What follows belongs to an exercise in optimizing a design on an open flow for small area; a production flow would make more cautious choices. Function was checked by simulation only, so behaviour that the tests miss may differ from the original. Power is estimated from default activity; no workload was simulated.

==> 12-11: inputs <==
## dali_bcb
module dali_bcb (
    input  wire        clk,
    input  wire        rst,
    input  wire        sense_active,
    output wire        drv_active,
    input  wire [31:0] cmd,
    input  wire        cmd_valid,
    output wire [3:0]  rsp_status,
    output reg  [31:0] rsp_data,
    output wire        irq
);
    function [32:0] f_add(input [31:0] a, input [31:0] b, input ci);
        integer i;
        reg c;
        begin
            c = ci;
            for (i = 0; i < 32; i = i + 1) begin
                f_add[i] = a[i] ^ b[i] ^ c;
                c = (a[i] & b[i]) | (a[i] & c) | (b[i] & c);
            end
            f_add[32] = c;
        end
    endfunction
    function [32:0] f_inc(input [31:0] a, input ci);
        integer i;
        reg c;
        begin
            c = ci;
            for (i = 0; i < 32; i = i + 1) begin
                f_inc[i] = a[i] ^ c;
                c = a[i] & c;
            end
            f_inc[32] = c;
        end
    endfunction
    function [31:0] f_dec(input [31:0] a, input bi);
        integer i;
        reg b;
        begin
            b = bi;
            for (i = 0; i < 32; i = i + 1) begin
                f_dec[i] = a[i] ^ b;
                b = ~a[i] & b;
            end
        end
    endfunction
    function f_ge(input [31:0] a, input [31:0] b);
        integer i;
        reg c;
        begin
            c = 1'b1;
            for (i = 0; i < 32; i = i + 1)
                c = (a[i] & ~b[i]) | (a[i] & c) | (~b[i] & c);
            f_ge = c;
        end
    endfunction
    localparam [1:0] CAP_OFF = 2'd0, CAP_WAIT = 2'd1, CAP_RUN = 2'd2;
    localparam [1:0] TX_IDLE = 2'd0, TX_SEND = 2'd1, TX_BREAK = 2'd2;
    localparam [1:0] DEC_BITS = 2'd0, DEC_STOP = 2'd1, DEC_DONE = 2'd2;
    localparam [1:0] LK_UNKNOWN = 2'd0, LK_FWD = 2'd1, LK_BWD = 2'd2;
    localparam [2:0] EV_FRAME_RECEIVED = 3'd1, EV_TX_COMPLETED = 3'd2,
  ...
clock: 30.0 ns
lec_check: 0
cap_margin: 20
core_margin: 2
core_utilization: 40
cts_buf_list: sky130_fd_sc_hd__clkbuf_8
slew_margin: 20
run.sh (not shown) runs the stock make flow with config.mk's settings and CLKGATE_MAP_FILE= SYNTH_SCRIPT=/design/flow/synth_recipe.tcl, a recipe that flattens the netlist after the stock synthesis.
==> inputs of 01-02, as changes to 12-11 <==
--- a/flow/design.v
+++ b/flow/design.v
@@ -1,16 +1,15 @@
 module dali_classify (
     input  wire [23:0] d,
     input  wire [23:0] te,
     input  wire [5:0]  tol,       
     output wire        is_one,
     output wire        is_two,
-    output wire        above2,
-    output wire [31:0] te100      
+    output wire        above2
 );
     function [32:0] f_add(input [31:0] a, input [31:0] b, input ci);
         integer i;
         reg c;
         begin
             c = ci;
             for (i = 0; i < 32; i = i + 1) begin
                 f_add[i] = a[i] ^ b[i] ^ c;
@@ -47,17 +46,16 @@
     wire [32:0] m  = f_add(y[31:0], ~tt[31:0], 1'b1);
     wire ge1 = f_ge(x[31:0], m[31:0]);
     wire le1 = f_ge(r[31:0], x[31:0]);
     wire ge2 = f_ge({1'b0, x[31:1]}, m[31:0]);
     wire le2 = f_ge(r[31:0], {1'b0, x[31:1]});
     assign is_one = ge1 & le1;
     assign is_two = !(ge1 & le1) & ge2 & le2;
     assign above2 = !le2;
-    assign te100 = y[31:0];
 endmodule
 module dali_bcb (
     input  wire        clk,
     input  wire        rst,
     input  wire        sense_active,
     output wire        drv_active,
     input  wire [31:0] cmd,
     input  wire        cmd_valid,
@@ -174,23 +172,23 @@
             send_level = pd[tx_pair - 5'd1] ~^ tx_hd[0];
     end
     assign drv_active = !rst && ((txs == TX_BREAK) || (txs == TX_SEND && send_level));
     assign irq = !rst && ctrl_irq_en && (evq_cnt != 5'd0);
     wire s = sense_active;
     wire li_le_bf = f_ge({8'd0, cfg_busfail}, {8'd0, cfg_long_idle});
     wire [23:0] cls_d = ctrl_en ? rcnt : (li_le_bf ? cfg_long_idle : cfg_busfail);
     wire cls_one, cls_two, cls_above2;
-    wire [31:0] te100;
     dali_classify u_classify (
         .d(cls_d), .te(cfg_te), .tol(cfg_tol),
-        .is_one(cls_one), .is_two(cls_two), .above2(cls_above2), .te100(te100)
+        .is_one(cls_one), .is_two(cls_two), .above2(cls_above2)
     );
-    wire [32:0] e2 = f_add({7'd0, cfg_te, 1'b0}, {8'd0, cfg_long_idle}, 1'b0);
-    wire [32:0] e3 = f_add({1'b0, te100[31:1]}, e2[31:0], 1'b0);
+    wire [32:0] e1 = f_add({3'd0, cfg_te, 5'd0}, {4'd0, cfg_te, 4'd0}, 1'b0);
+    wire [32:0] e2 = f_add({6'd0, cfg_te, 2'd0}, {8'd0, cfg_long_idle}, 1'b0);
+    wire [32:0] e3 = f_add(e1[31:0], e2[31:0], 1'b0);
     wire echo_ok = !f_ge(e3[31:0], {8'd0, cfg_echo_to});
     wire joint_ok = cls_above2 && echo_ok &&
                     f_ge({8'd0, cfg_gap_fwd}, {8'd0, cfg_long_idle}) &&
                     !f_ge({8'd0, cfg_gap_fwd}, {8'd0, cfg_gap_bwd});
     wire [32:0] now_inc  = f_inc(now, 1'b1);
     wire [32:0] rcnt_inc = f_inc({8'd0, rcnt}, 1'b1);
     wire [23:0] n_rcnt = ((s != line) || (s && cap != CAP_RUN)) ? 24'd1 :
                          (rcnt_inc[23:0] | {24{rcnt_inc[24]}});
==> flow/config.mk (replaced) <==
export PLATFORM = sky130hd
export DESIGN_NAME = dali_bcb
export DESIGN_NICKNAME = dali_bcb
export VERILOG_FILES = /design/flow/design.v
export SDC_FILE = /design/flow/constraint.sdc
export NUM_CORES = 4
export LEC_CHECK = 0
export CAP_MARGIN = 20
export CORE_MARGIN = 2
export CORE_UTILIZATION = 65
export SLEW_MARGIN = 20
==> comparison <==
- Register-to-register slack: 12-11 is worse than 01-02 (0.73 ns).
- Against 01-02, the sequential share of layout area of 12-11 is lower by 0.54 points.
- Between 01-02 and 12-11, the lower non-clock buffer count is in 01-02 (gap 19).
- In 12-11 the first-iteration DRC count is lower than in 01-02, by 19%.
- Of 12-11 and 01-02, 12-11 has the higher final area (gap about 1.2%, measured against 01-02).
- Of 12-11 and 01-02, 12-11 has the higher final cell count (gap 14%, measured against 01-02).
- In area after synthesis, 12-11 and 01-02 hardly differ.
- In 01-02 the worst hold slack is better than in 12-11, by 0.0013 ns.
- In sequential power, 01-02 and 12-11 hardly differ.
- Against 12-11, the routed wire length of 01-02 is smaller by about 2.4%.

-- re-timing with driven ports --
No port has a modelled driver above. Below, the same layouts with a new extraction and two added sets of constraints.
Step 1 sets driving cells, clkbuf_16 on the clock port and buf_2 on the other inputs (assumed; they add their load-dependent delay and slew).
Step 2 moves the port delays by t, midway between the first and last clock arrival at a register: inputs arrive t later, outputs are due t later. That takes back most of the time a late clock gives input paths.
Slacks: ideal ports / drivers / drivers and shift; pairs: ideal ports / drivers.
| run | shift t [ns] | setup slack, ns | hold slack, ns | slew at the worst register clock pin (ns) | worst data-port slew with drivers (ns) |
|---|---|---|---|---|---|
| 12-11 | 0.962 | 3.501 / 3.501 / 3.501 | 0.456 / 0.456 / 0.456 | 0.07 / 0.07 | 0.18 |
| 01-02 | 0.754 | 4.234 / 4.234 / 4.234 | 0.457 / 0.457 / 0.457 | 0.07 / 0.07 | 0.05 |
After both steps setup and hold are still met in every run listed.
